Background: an optimization exercise with open tools, aiming at small area, a short achievable clock period and few clock cycles per item. Do not read the settings as production practice. RTL that was checked went through simulation tests only; none was proved equivalent to the original. Power and IR drop assume default switching activity.

oak:
==> flow/design.v <==
module beep_env_div (
  input            clk,
  input            first,    
  input            step,     
  input            cbit,     
  input      [7:0] d,
  output reg [7:0] rem,
  output reg       qb
);
  wire [7:0] rem_in = first ? 8'd0 : rem;
  wire [8:0] rem_sh = {rem_in, cbit};
  wire [9:0] diff   = {1'b0, rem_sh} - {2'b0, d};
  wire       qbit   = ~diff[9];
  always @(posedge clk) begin
    if (step) begin
      rem <= qbit ? diff[7:0] : rem_sh[7:0];
      qb  <= qbit;
    end
  end
endmodule
module beep_env (
  input             clk,
  input             rst,
  input             start,
  input      [31:0] env,         
  input      [31:0] gain,        
  output reg        ready,
  output reg        done,
  output reg        lut_we,
  output     [7:0]  lut_addr,
  output     [15:0] lut_data
);
  localparam [2:0] P_IDLE = 3'd0,
                   P_INIT = 3'd1,
                   P_RL   = 3'd2,
                   P_SU   = 3'd3,
                   P_DC   = 3'd4,
                   P_AT   = 3'd5;
  localparam [1:0] K_R = 2'd0, K_D = 2'd1, K_A = 2'd2;
  reg [2:0]  ph;
  reg [7:0]  atk, dec, sus, relp;    
  reg [23:0] g;
  reg        gbig;
  reg [8:0]  de;        
  reg        suNE;      
  reg        dcNE;      
  reg        atNE;      
  reg        nA;        
  reg [8:0]  i;         
  reg        last;      
  reg [23:0] acc;       
  reg        asat;      
  reg [23:0] qg;        
  reg        qsat;
  reg [7:0]  r;         
  reg        cn;        
  reg [1:0]  dk;        
  reg        jb, jr;    
  reg [3:0]  jc;        
  reg        hm;        
  reg        pr;        
  wire [7:0] sep  = ~relp;
  wire [2:0] fin  = atNE ? P_AT : dcNE ? P_DC : suNE ? P_SU : P_RL;
  wire [7:0] dsel = (dk == K_R) ? relp : (dk == K_D) ? dec : atk;
  wire       sbit = sus[~jc[2:0]];
  wire       cbit = (dk == K_A) | (sbit ^ (dk == K_D));
  wire [7:0] rem;
  wire       qb;
  wire       hz = jb & (jc == 4'd0);    
  beep_env_div u_div (
    .clk   (clk),
    .first (hz),
    .step  (jb & ~jc[3]),
    .cbit  (cbit),
    .d     (dsel),
    .rem   (rem),
    .qb    (qb)
  );
  wire [8:0] rsum = {1'b0, r} + {1'b0, rem};
  wire [9:0] rdif = {1'b0, rsum} - {2'b0, dsel};
  wire       rc   = ~rdif[9];
  wire [7:0] rnxt = rc ? rdif[7:0] : rsum[7:0];
  wire [23:0] ax   = hm ? qg : acc;
  wire        zb   = hm ? qb : cn;
  wire [25:0] asum = {2'b0, ax} + {2'b0, qg} + (zb ? {2'b0, g} : 26'd0);
  wire        aovf = asum[25] | asum[24] | (zb & gbig);
  reg        adv;       
  reg        enter;     
  reg        fini;      
  reg [2:0]  np;        
  wire       jok      = jr | (jb & jc == 4'd8);    
  wire [2:0] after_rl = suNE ? P_SU : dcNE ? P_DC : P_AT;
  wire [2:0] after_su = dcNE ? P_DC : P_AT;
  wire       ok_at    = ~nA | ((dk == K_A) & jok);
  always @* begin
    adv   = 1'b0;
    enter = 1'b0;
    fini  = 1'b0;
    np    = ph;
    case (ph)
      P_INIT: begin
        np = P_RL;
        enter = 1'b1;
        adv = jok;
      end
      P_RL, P_SU, P_DC, P_AT:
        if (!last) adv = 1'b1;
        else if (ph == fin) fini = 1'b1;
        else begin
          enter = 1'b1;
          np = (ph == P_RL) ? after_rl : (ph == P_SU) ? after_su : P_AT;
          adv = (np == P_SU) | (np == P_DC & pr) | (np == P_AT & ok_at);
        end
      default: ;
    endcase
  end
  wire       zero_n = enter & ((np == P_RL) | (np == P_AT));    
  wire       step_n = ~zero_n & ((np == P_RL) | (np == P_DC) | (np == P_AT));
  wire [8:0] i_pm   = (ph == P_AT) ? i + 9'd1 : i - 9'd1;
  reg  [8:0] inx;
  reg        we_n;
  always @* begin
    if (!enter) begin
      inx  = i_pm;
      we_n = (ph == P_RL) ? (i > de) : (ph == P_DC) ? ~(i[8] & |i[7:0]) : 1'b1;
    end else case (np)
      P_RL:    begin inx = 9'd255;             we_n = ~de[8]; end
      P_SU:    begin inx = {1'b0, sep - 8'd1}; we_n = 1'b1; end
      P_DC:    begin inx = de - 9'd1;          we_n = ~(de[8] & |de[7:0]); end
      default: begin inx = 9'd0;               we_n = 1'b1; end
    endcase
  end
  wire [7:0] atm1 = atk - 8'd1;
  reg  [8:0] stop;
  always @* begin
    case (np)
      P_RL:    stop = {1'b0, sep};
      P_SU:    stop = de;
      P_DC:    stop = {1'b0, atk};
      default: stop = {1'b0, atm1};
    endcase
  end
  wire last_n = (inx == stop);
  wire lrl  = adv & last_n & (np == P_RL);
  wire ldc  = adv & last_n & (np == P_DC);
  wire js_d = lrl & dcNE;
  wire js_a = nA & ((lrl & ~dcNE) | ldc);
  assign lut_addr = i[7:0];
  assign lut_data = acc[23:8] | {16{asat}};
  wire [8:0] de_c = {1'b0, atk} + {1'b0, dec};
  always @(posedge clk) begin
    if (ready) begin
      atk  <= env[7:0];
      dec  <= env[15:8];
      sus  <= env[23:16];
      relp <= {env[31:25], env[24] | ~|env[31:25]};
      g    <= gain[23:0];
      gbig <= |gain[31:24];
      dk   <= K_R;
      jb   <= 1'b1;
      jr   <= 1'b0;
      jc   <= 4'd0;
      hm   <= 1'b0;
      pr   <= 1'b0;
    end else begin
      if (ph == P_INIT) begin
        de   <= de_c;
        suNE <= de_c < {1'b0, sep};
        dcNE <= |dec;
        atNE <= |atk;
        nA   <= |atk[7:1];
      end
      hm <= jb & ~jc[3];
      if (jb) begin
        jc <= jc + 4'd1;
        if (jc == 4'd8) begin
          jb <= 1'b0;
          jr <= 1'b1;
        end
      end
      if (hz) begin
        qg   <= 24'd0;
        qsat <= 1'b0;
      end else if (hm) begin
        qg   <= asum[23:0];
        qsat <= qsat | aovf;
      end
      if (js_d | js_a) begin
        dk <= js_d ? K_D : K_A;
        jb <= 1'b1;
        jr <= 1'b0;
        jc <= 4'd0;
      end
      if (js_d) begin
        pr <= 1'b0;
      end else if ((dk == K_D) & jr & ~pr) begin
        r  <= rnxt;
        cn <= rc;
        pr <= 1'b1;
      end
      if (adv) begin
        i    <= inx;
        last <= last_n;
        if (zero_n) begin
          acc  <= 24'd0;
          asat <= 1'b0;
          r    <= rem;
          cn   <= 1'b0;
        end else if (step_n) begin
          acc  <= asum[23:0];
          asat <= asat | qsat | aovf;
          r    <= rnxt;
          cn   <= rc;
        end
      end
      if (js_d)
        r <= dec - 8'd1;
    end
    if (rst) begin
      ph     <= P_IDLE;
      ready  <= 1'b1;
      done   <= 1'b0;
      lut_we <= 1'b0;
    end else if (ready) begin
      done   <= 1'b0;
      lut_we <= 1'b0;
      if (start) begin
        ph    <= P_INIT;
        ready <= 1'b0;
      end
    end else if (fini) begin
      done   <= 1'b1;
      lut_we <= 1'b0;
      ph     <= P_IDLE;
      ready  <= 1'b1;
    end else if (adv) begin
      lut_we <= we_n;
      ph     <= np;
    end
  end
endmodule
clock: 10.0 ns
lec_check: 0
cap_margin: 0
core_margin: 2
core_utilization: 40
cts_buf_list: sky130_fd_sc_hd__clkbuf_8
place_density: 0.6
setup_slack_margin: 5
slew_margin: 0
standard.sh (not shown) runs the stock make flow with config.mk's settings and CLKGATE_MAP_FILE= SYNTH_SCRIPT=/design/flow/synth_recipe.tcl, a recipe that flattens the netlist after the stock synthesis.
==> flow/flow/run.sh <==
#!/bin/bash
# Standard ORFS layout; the port buffers are the platform's smallest buffer
# instead of the delay buffer buffer_ports picks on its own.
set -euo pipefail
export BUFFER_PORTS_ARGS="-buffer_cell sky130_fd_sc_hd__buf_1"
bash standard.sh > standard_flow.log 2>&1
Testbench counts of oak, summed over its fixed seeds: cycles 26,122, builds 96.
[inputs] pine vs oak
--- a/flow/design.v
+++ b/flow/design.v
@@ -44,10 +44,11 @@
   reg [8:0]  de;        
   reg        suNE;      
   reg        dcNE;      
   reg        atNE;      
   reg        nA;        
+  reg        sgSU, sgDC, sgAT;    
   reg [8:0]  i;         
   reg        last;      
   reg [23:0] acc;       
   reg        asat;      
   reg [23:0] qg;        
@@ -56,23 +57,25 @@
   reg        cn;        
   reg [1:0]  dk;        
   reg        jb, jr;    
   reg [3:0]  jc;        
   reg        hm;        
+  reg        jn;        
   reg        pr;        
   wire [7:0] sep  = ~relp;
   wire [2:0] fin  = atNE ? P_AT : dcNE ? P_DC : suNE ? P_SU : P_RL;
+  wire       js   = jn;
   wire [7:0] dsel = (dk == K_R) ? relp : (dk == K_D) ? dec : atk;
-  wire       sbit = sus[~jc[2:0]];
+  wire       sbit = sus[~jc[2:0] | {3{js}}];
   wire       cbit = (dk == K_A) | (sbit ^ (dk == K_D));
   wire [7:0] rem;
   wire       qb;
-  wire       hz = jb & (jc == 4'd0);    
+  wire       hz = js | (jb & (jc == 4'd0));    
   beep_env_div u_div (
     .clk   (clk),
     .first (hz),
-    .step  (jb & ~jc[3]),
+    .step  (js | (jb & ~jc[3])),
     .cbit  (cbit),
     .d     (dsel),
     .rem   (rem),
     .qb    (qb)
   );
@@ -115,10 +118,11 @@
     endcase
   end
   wire       zero_n = enter & ((np == P_RL) | (np == P_AT));    
   wire       step_n = ~zero_n & ((np == P_RL) | (np == P_DC) | (np == P_AT));
   wire [8:0] i_pm   = (ph == P_AT) ? i + 9'd1 : i - 9'd1;
+  wire [7:0] atm1   = atk - 8'd1;
   reg  [8:0] inx;
   reg        we_n;
   always @* begin
     if (!enter) begin
       inx  = i_pm;
@@ -128,25 +132,23 @@
       P_SU:    begin inx = {1'b0, sep - 8'd1}; we_n = 1'b1; end
       P_DC:    begin inx = de - 9'd1;          we_n = ~(de[8] & |de[7:0]); end
       default: begin inx = 9'd0;               we_n = 1'b1; end
     endcase
   end
-  wire [7:0] atm1 = atk - 8'd1;
   reg  [8:0] stop;
   always @* begin
-    case (np)
+    case (ph)
       P_RL:    stop = {1'b0, sep};
       P_SU:    stop = de;
       P_DC:    stop = {1'b0, atk};
       default: stop = {1'b0, atm1};
     endcase
   end
-  wire last_n = (inx == stop);
-  wire lrl  = adv & last_n & (np == P_RL);
-  wire ldc  = adv & last_n & (np == P_DC);
-  wire js_d = lrl & dcNE;
-  wire js_a = nA & ((lrl & ~dcNE) | ldc);
+  wire single = (np == P_SU) ? sgSU : (np == P_DC) ? sgDC : (np == P_AT) & sgAT;
+  wire last_n = enter ? single : (i_pm == stop);
+  wire lrl = adv & last_n & (np == P_RL);
+  wire ldc = adv & last_n & (np == P_DC);
   assign lut_addr = i[7:0];
   assign lut_data = acc[23:8] | {16{asat}};
   wire [8:0] de_c = {1'b0, atk} + {1'b0, dec};
   always @(posedge clk) begin
     if (ready) begin
@@ -159,20 +161,24 @@
       dk   <= K_R;
       jb   <= 1'b1;
       jr   <= 1'b0;
       jc   <= 4'd0;
       hm   <= 1'b0;
+      jn   <= 1'b0;
       pr   <= 1'b0;
     end else begin
       if (ph == P_INIT) begin
         de   <= de_c;
         suNE <= de_c < {1'b0, sep};
         dcNE <= |dec;
         atNE <= |atk;
         nA   <= |atk[7:1];
-      end
-      hm <= jb & ~jc[3];
+        sgSU <= (de_c + 9'd1) == {1'b0, sep};
+        sgDC <= dec == 8'd1;
+        sgAT <= atk == 8'd1;
+      end
+      hm <= js | (jb & ~jc[3]);
       if (jb) begin
         jc <= jc + 4'd1;
         if (jc == 4'd8) begin
           jb <= 1'b0;
           jr <= 1'b1;
@@ -183,17 +189,27 @@
         qsat <= 1'b0;
       end else if (hm) begin
         qg   <= asum[23:0];
         qsat <= qsat | aovf;
       end
-      if (js_d | js_a) begin
-        dk <= js_d ? K_D : K_A;
+      jn <= 1'b0;
+      if (lrl) begin
+        dk <= dcNE ? K_D : K_A;
+        jn <= dcNE | nA;
+        jr <= 1'b0;
+      end
+      if (ldc) begin
+        dk <= K_A;
+        jn <= nA;
+        jr <= 1'b0;
+      end
+      if (js) begin
         jb <= 1'b1;
         jr <= 1'b0;
-        jc <= 4'd0;
-      end
-      if (js_d) begin
+        jc <= 4'd1;
+      end
+      if (js & (dk == K_D)) begin
         pr <= 1'b0;
       end else if ((dk == K_D) & jr & ~pr) begin
         r  <= rnxt;
         cn <= rc;
         pr <= 1'b1;
@@ -211,11 +227,11 @@
           asat <= asat | qsat | aovf;
           r    <= rnxt;
           cn   <= rc;
         end
       end
-      if (js_d)
+      if (js & (dk == K_D))
         r <= dec - 8'd1;
     end
     if (rst) begin
       ph     <= P_IDLE;
       ready  <= 1'b1;
--- outcome ---
pine went all the way through synthesis, placement and routing and the layout is clean on timing, DRC and antenna. Summary of pine over oak: tightest hold margin +0.011 ns, total chip power -6.4%, final period demand of the worst path -0.080 ns, cell area +610 um^2, final core utilization +0.42 points. Against oak, via count in pine came out worse. Note that the count of mapped cells out of synthesis recorded for pine amounts to 1.09 times the value seen in oak. Looking at master of the slowest instance on the critical path, the sky130_fd_sc_hd__a21oi_1 result is from pine; the sky130_fd_sc_hd__dfxtp_1 one comes from oak. Maximum frequency (pine vs. oak) increases slightly. Going from oak to pine, flip-flop and latch count grew by a few percent. Met2 capacity usage during global routing | pine above oak. In the flow results for pine and oak, the number of nets at the end of the flow is smaller on oak.
Only the layout flow was run in pine; the RTL was not checked for function there.

---

raven:
beep_env, a different RTL version from the one above (not shown whole).
Size: roughly 1,500 cells after synthesis, roughly 170 flip-flops, ~94 I/O pins, about 12,000 um^2 of cells after synthesis.
==> module beep_env, before the edit <==
module beep_env (
  input             clk,
  input             rst,
  input             start,
  input      [31:0] env,         
  input      [31:0] gain,        
  output reg        ready,
  output reg        done,
  output reg        lut_we,
  output     [7:0]  lut_addr,
  output     [15:0] lut_data
);
  localparam [2:0] P_IDLE = 3'd0,
                   P_INIT = 3'd1,
                   P_RL   = 3'd2,
                   P_SU   = 3'd3,
                   P_DC   = 3'd4,
                   P_AT   = 3'd5;
  localparam [1:0] K_R = 2'd0, K_D = 2'd1, K_A = 2'd2;
  reg [2:0]  ph;
  reg [7:0]  atk, dec, sus, relp;    
  reg [23:0] g;
  reg        gbig;
  reg [8:0]  de;        
  reg        suNE;      
  reg        dcNE;      
  reg        atNE;      
  reg        nA;        
  reg        sgSU, sgDC, sgAT;    
  reg [8:0]  i;         
  reg        last;      
  reg [23:0] acc;       
  reg        asat;      
  reg [23:0] qg;        
  reg        qsat;
  reg [7:0]  r;         
  reg        zb;        
  reg        cb;        
  reg [1:0]  dk;        
  reg        jb, jr;    
  reg [3:0]  jc;        
  reg        hm;        
  reg        jn;        
  reg        pr;        
  wire [7:0] sep  = ~relp;
  wire [2:0] fin  = atNE ? P_AT : dcNE ? P_DC : suNE ? P_SU : P_RL;
  wire       js   = jn;
  wire [7:0] dsel = (dk == K_R) ? relp : (dk == K_D) ? dec : atk;
  wire [7:0] rem;
  wire       qbit;
  wire       dstep = js | (jb & ~jc[3]);
  wire       hz    = js | (jb & (jc == 4'd0));    
  wire [3:0] jcn   = js ? 4'd1 : jc + 4'd1;      
  beep_env_div u_div (
    .clk   (clk),
    .first (hz),
    .step  (dstep),
    .cbit  (cb),
    .d     (dsel),
    .rem   (rem),
    .qbit  (qbit)
  );
  wire [8:0] rsum = {1'b0, r} + {1'b0, rem};
  wire [9:0] rdif = {1'b0, rsum} - {2'b0, dsel};
  wire       rc   = ~rdif[9];
  wire [7:0] rnxt = rc ? rdif[7:0] : rsum[7:0];
  wire [23:0] ax   = hm ? qg : acc;
  wire [25:0] asum = {2'b0, ax} + {2'b0, qg} + (zb ? {2'b0, g} : 26'd0);
  wire        aovf = asum[25] | asum[24] | (zb & gbig);
  reg        adv;       
  reg        enter;     
  reg [2:0]  np;        
  wire       jok      = jr | (jb & jc == 4'd8);    
  wire [2:0] after_rl = suNE ? P_SU : dcNE ? P_DC : P_AT;
  wire [2:0] after_su = dcNE ? P_DC : P_AT;
  wire       ok_at    = ~nA | ((dk == K_A) & jok);
  always @* begin
    adv   = 1'b0;
    enter = 1'b0;
    np    = ph;
    case (ph)
      P_INIT: begin
        np = P_RL;
        enter = 1'b1;
        adv = jok;
      end
      P_RL, P_SU, P_DC, P_AT:
        if (!last) adv = 1'b1;
        else begin
          enter = 1'b1;
          np = (ph == P_RL) ? after_rl : (ph == P_SU) ? after_su : P_AT;
          adv = (np == P_SU) | (np == P_DC & pr) | (np == P_AT & ok_at);
        end
      default: ;
    endcase
  end
  wire       zero_n = enter & ((np == P_RL) | (np == P_AT));    
  wire       step_n = ~zero_n & ((np == P_RL) | (np == P_DC) | (np == P_AT));
  wire [8:0] i_pm   = (ph == P_AT) ? i + 9'd1 : i - 9'd1;
  wire [7:0] atm1   = atk - 8'd1;
  reg  [8:0] inx;
  reg        we_n;
  always @* begin
    if (!enter) begin
      inx  = i_pm;
      we_n = (ph == P_RL) ? (i > de) : (ph == P_DC) ? ~(i[8] & |i[7:0]) : 1'b1;
    end else case (np)
      P_RL:    begin inx = 9'd255;             we_n = ~de[8]; end
      P_SU:    begin inx = i_pm;               we_n = 1'b1; end
      P_DC:    begin inx = de - 9'd1;          we_n = ~(de[8] & |de[7:0]); end
      default: begin inx = 9'd0;               we_n = 1'b1; end
    endcase
  end
  reg  [8:0] stop;
  always @* begin
    case (ph)
      P_RL:    stop = {1'b0, sep};
      P_SU:    stop = de;
      P_DC:    stop = {1'b0, atk};
      default: stop = {1'b0, atm1};
    endcase
  end
  wire single = (np == P_SU) ? sgSU : (np == P_DC) ? sgDC : (np == P_AT) & sgAT;
  wire last_n = enter ? single : (i_pm == stop);
  wire lrl = adv & last_n & (np == P_RL);
  wire ldc = adv & last_n & (np == P_DC);
  assign lut_addr = i[7:0];
  assign lut_data = acc[23:8] | {16{asat}};
  wire [8:0] de_c = {1'b0, atk} + {1'b0, dec};
  always @(posedge clk) begin
    if (ready) begin
      atk  <= env[7:0];
      dec  <= env[15:8];
      sus  <= env[23:16];
      relp <= {env[31:25], env[24] | ~|env[31:25]};
      g    <= gain[23:0];
      gbig <= |gain[31:24];
      dk   <= K_R;
      jb   <= 1'b1;
      jr   <= 1'b0;
      jc   <= 4'd0;
      hm   <= 1'b0;
      jn   <= 1'b0;
      pr   <= 1'b0;
      cb   <= env[23];
    end else begin
      if (ph == P_INIT) begin
        de   <= de_c;
        suNE <= de_c < {1'b0, sep};
        dcNE <= |dec;
        atNE <= |atk;
        nA   <= |atk[7:1];
        sgSU <= (de_c + 9'd1) == {1'b0, sep};
        sgDC <= dec == 8'd1;
        sgAT <= atk == 8'd1;
      end
      hm <= js | (jb & ~jc[3]);
      if (jb) begin
        jc <= jc + 4'd1;
        if (jc == 4'd8) begin
          jb <= 1'b0;
          jr <= 1'b1;
        end
      end
      if (hz) begin
        qg   <= 24'd0;
        qsat <= 1'b0;
      end else if (hm) begin
        qg   <= asum[23:0];
        qsat <= qsat | aovf;
      end
      jn <= 1'b0;
      if (lrl) begin
        dk <= dcNE ? K_D : K_A;
        jn <= dcNE | nA;
        jr <= 1'b0;
      end
      if (ldc) begin
        dk <= K_A;
        jn <= nA;
        jr <= 1'b0;
      end
      if (js) begin
        jb <= 1'b1;
        jr <= 1'b0;
        jc <= 4'd1;
      end
      if (dstep)
        zb <= qbit;
      if (lrl)
        cb <= ~dcNE | ~sus[7];
      else if (ldc)
        cb <= 1'b1;
      else
        cb <= (dk == K_A) | (sus[~jcn[2:0]] ^ (dk == K_D));
      if (js & (dk == K_D)) begin
        pr <= 1'b0;
      end else if ((dk == K_D) & jr & ~pr) begin
        r  <= rnxt;
        zb <= rc;
        pr <= 1'b1;
      end
      if (adv) begin
        i    <= inx;
        last <= last_n;
        if (zero_n) begin
          acc  <= 24'd0;
          asat <= 1'b0;
          r    <= rem;
          zb   <= 1'b0;
        end else if (step_n) begin
          acc  <= asum[23:0];
          asat <= asat | qsat | aovf;
          r    <= rnxt;
          zb   <= rc;
        end
      end
      if (js & (dk == K_D))
        r <= dec - 8'd1;
    end
    if (rst) begin
      ph     <= P_IDLE;
      ready  <= 1'b1;
      done   <= 1'b0;
      lut_we <= 1'b0;
    end else if (ready) begin
      done   <= 1'b0;
      lut_we <= 1'b0;
      if (start) begin
        ph    <= P_INIT;
        ready <= 1'b0;
      end
    end else if (adv) begin
      lut_we <= we_n;
      if (last_n & (np == fin)) begin
        done  <= 1'b1;
        ph    <= P_IDLE;
        ready <= 1'b1;
      end else
        ph <= np;
    end
  end
endmodule
clock: 10.0 ns
lec_check: 0
abc_area: 1
cap_margin: 0
core_margin: 2
core_utilization: 40
cts_buf_list: sky130_fd_sc_hd__clkbuf_8
place_density: 0.6
slew_margin: 0
==> flow/flow/run.sh <==
#!/bin/bash
set -euo pipefail
export BUFFER_PORTS_ARGS="-buffer_cell sky130_fd_sc_hd__buf_1"
export SETUP_SLACK_MARGIN=6
bash standard.sh > standard_flow.log 2>&1
Testbench counts of raven, summed over its fixed seeds: cycles 26,026, builds 96.
Edits applied to the flow inputs when going from raven to sierra:
diff --git a/flow/design.v b/flow/design.v
--- a/flow/design.v
+++ b/flow/design.v
@@ -41,13 +41,13 @@
   reg        gbig;
   reg [8:0]  de;        
   reg        suNE;      
   reg        dcNE;      
   reg        atNE;      
   reg        nA;        
-  reg        sgSU, sgDC, sgAT;    
+  reg        sgDC, sgAT;    
   reg [8:0]  i;         
   reg        last;      
   reg [23:0] acc;       
   reg        asat;      
   reg [23:0] qg;        
   reg        qsat;
@@ -111,13 +111,13 @@
         end
       default: ;
     endcase
   end
   wire       zero_n = enter & ((np == P_RL) | (np == P_AT));    
   wire       step_n = ~zero_n & ((np == P_RL) | (np == P_DC) | (np == P_AT));
-  wire [8:0] i_pm   = (ph == P_AT) ? i + 9'd1 : i - 9'd1;
+  wire [8:0] i_pm   = i + {{8{ph != P_AT}}, 1'b1};    
   wire [7:0] atm1   = atk - 8'd1;
   reg  [8:0] inx;
   reg        we_n;
   always @* begin
     if (!enter) begin
       inx  = i_pm;
@@ -135,13 +135,13 @@
       P_RL:    stop = {1'b0, sep};
       P_SU:    stop = de;
       P_DC:    stop = {1'b0, atk};
       default: stop = {1'b0, atm1};
     endcase
   end
-  wire single = (np == P_SU) ? sgSU : (np == P_DC) ? sgDC : (np == P_AT) & sgAT;
+  wire single = (np == P_SU) ? (i_pm == de) : (np == P_DC) ? sgDC : (np == P_AT) & sgAT;
   wire last_n = enter ? single : (i_pm == stop);
   wire lrl = adv & last_n & (np == P_RL);
   wire ldc = adv & last_n & (np == P_DC);
   assign lut_addr = i[7:0];
   assign lut_data = acc[23:8] | {16{asat}};
   wire [8:0] de_c = {1'b0, atk} + {1'b0, dec};
@@ -165,19 +165,18 @@
       if (ph == P_INIT) begin
         de   <= de_c;
         suNE <= de_c < {1'b0, sep};
         dcNE <= |dec;
         atNE <= |atk;
         nA   <= |atk[7:1];
-        sgSU <= (de_c + 9'd1) == {1'b0, sep};
         sgDC <= dec == 8'd1;
         sgAT <= atk == 8'd1;
       end
       hm <= js | (jb & ~jc[3]);
       if (jb) begin
-        jc <= jc + 4'd1;
+        jc <= jcn;
         if (jc == 4'd8) begin
           jb <= 1'b0;
           jr <= 1'b1;
         end
       end
       if (hz) begin
[summary]
- Higher transition at the pin with the smallest max-transition slack was reported by sierra, not raven.
- On sequential share of layout area, sierra and raven are neck and neck.
- Comparing combinational power share for sierra and raven, the smaller number came from sierra.
- On relative area of clock buffers and inverters in the final design, sierra and raven are neck and neck.
- Re x dimension of the die: sierra and raven aren't equal, and the higher value belongs to raven.
- Compared sierra vs raven, and first-pass GRT wire length is up in sierra.
- sierra reports its worst setup path startpoint as r[0] while raven reports hm.
Testbench counts of sierra, summed over its fixed seeds: cycles 26,026, builds 96.

## static timing again, ports no longer ideal
No port has a modelled driver above. Below, the same layouts with a new extraction and two added sets of constraints.
Step 1 (the two cells are an assumption about what drives the block):
set clk [get_ports {clk}]
set_driving_cell -lib_cell sky130_fd_sc_hd__clkbuf_16 $clk
set_driving_cell -lib_cell sky130_fd_sc_hd__buf_2 [delete_from_list [all_inputs] $clk]
Step 2 times the ports against the registers' clock, not the clock port: input delays grow and output delays shrink by t, the midpoint of the rising clock arrivals with the driver on.
Slacks: no drivers / after step 1 / after step 2; pairs: no drivers / after step 1.
| run | t, ns | setup WS [ns] | worst setup path at the end | worst slew at a driven data input, ns |
|---|---|---|---|---|
| oak | 0.526 | 5.420 / 5.420 / 5.420 | register to register | 0.06 |
| pine | 0.526 | 5.501 / 5.501 / 5.501 | register to register | 0.04 |
| raven | 0.550 | 6.240 / 6.240 / 6.240 | register to register | 0.04 |
| sierra | 0.534 | 6.228 / 6.194 / 6.228 | register to register | 0.08 |
After both steps every run listed still meets setup and hold.
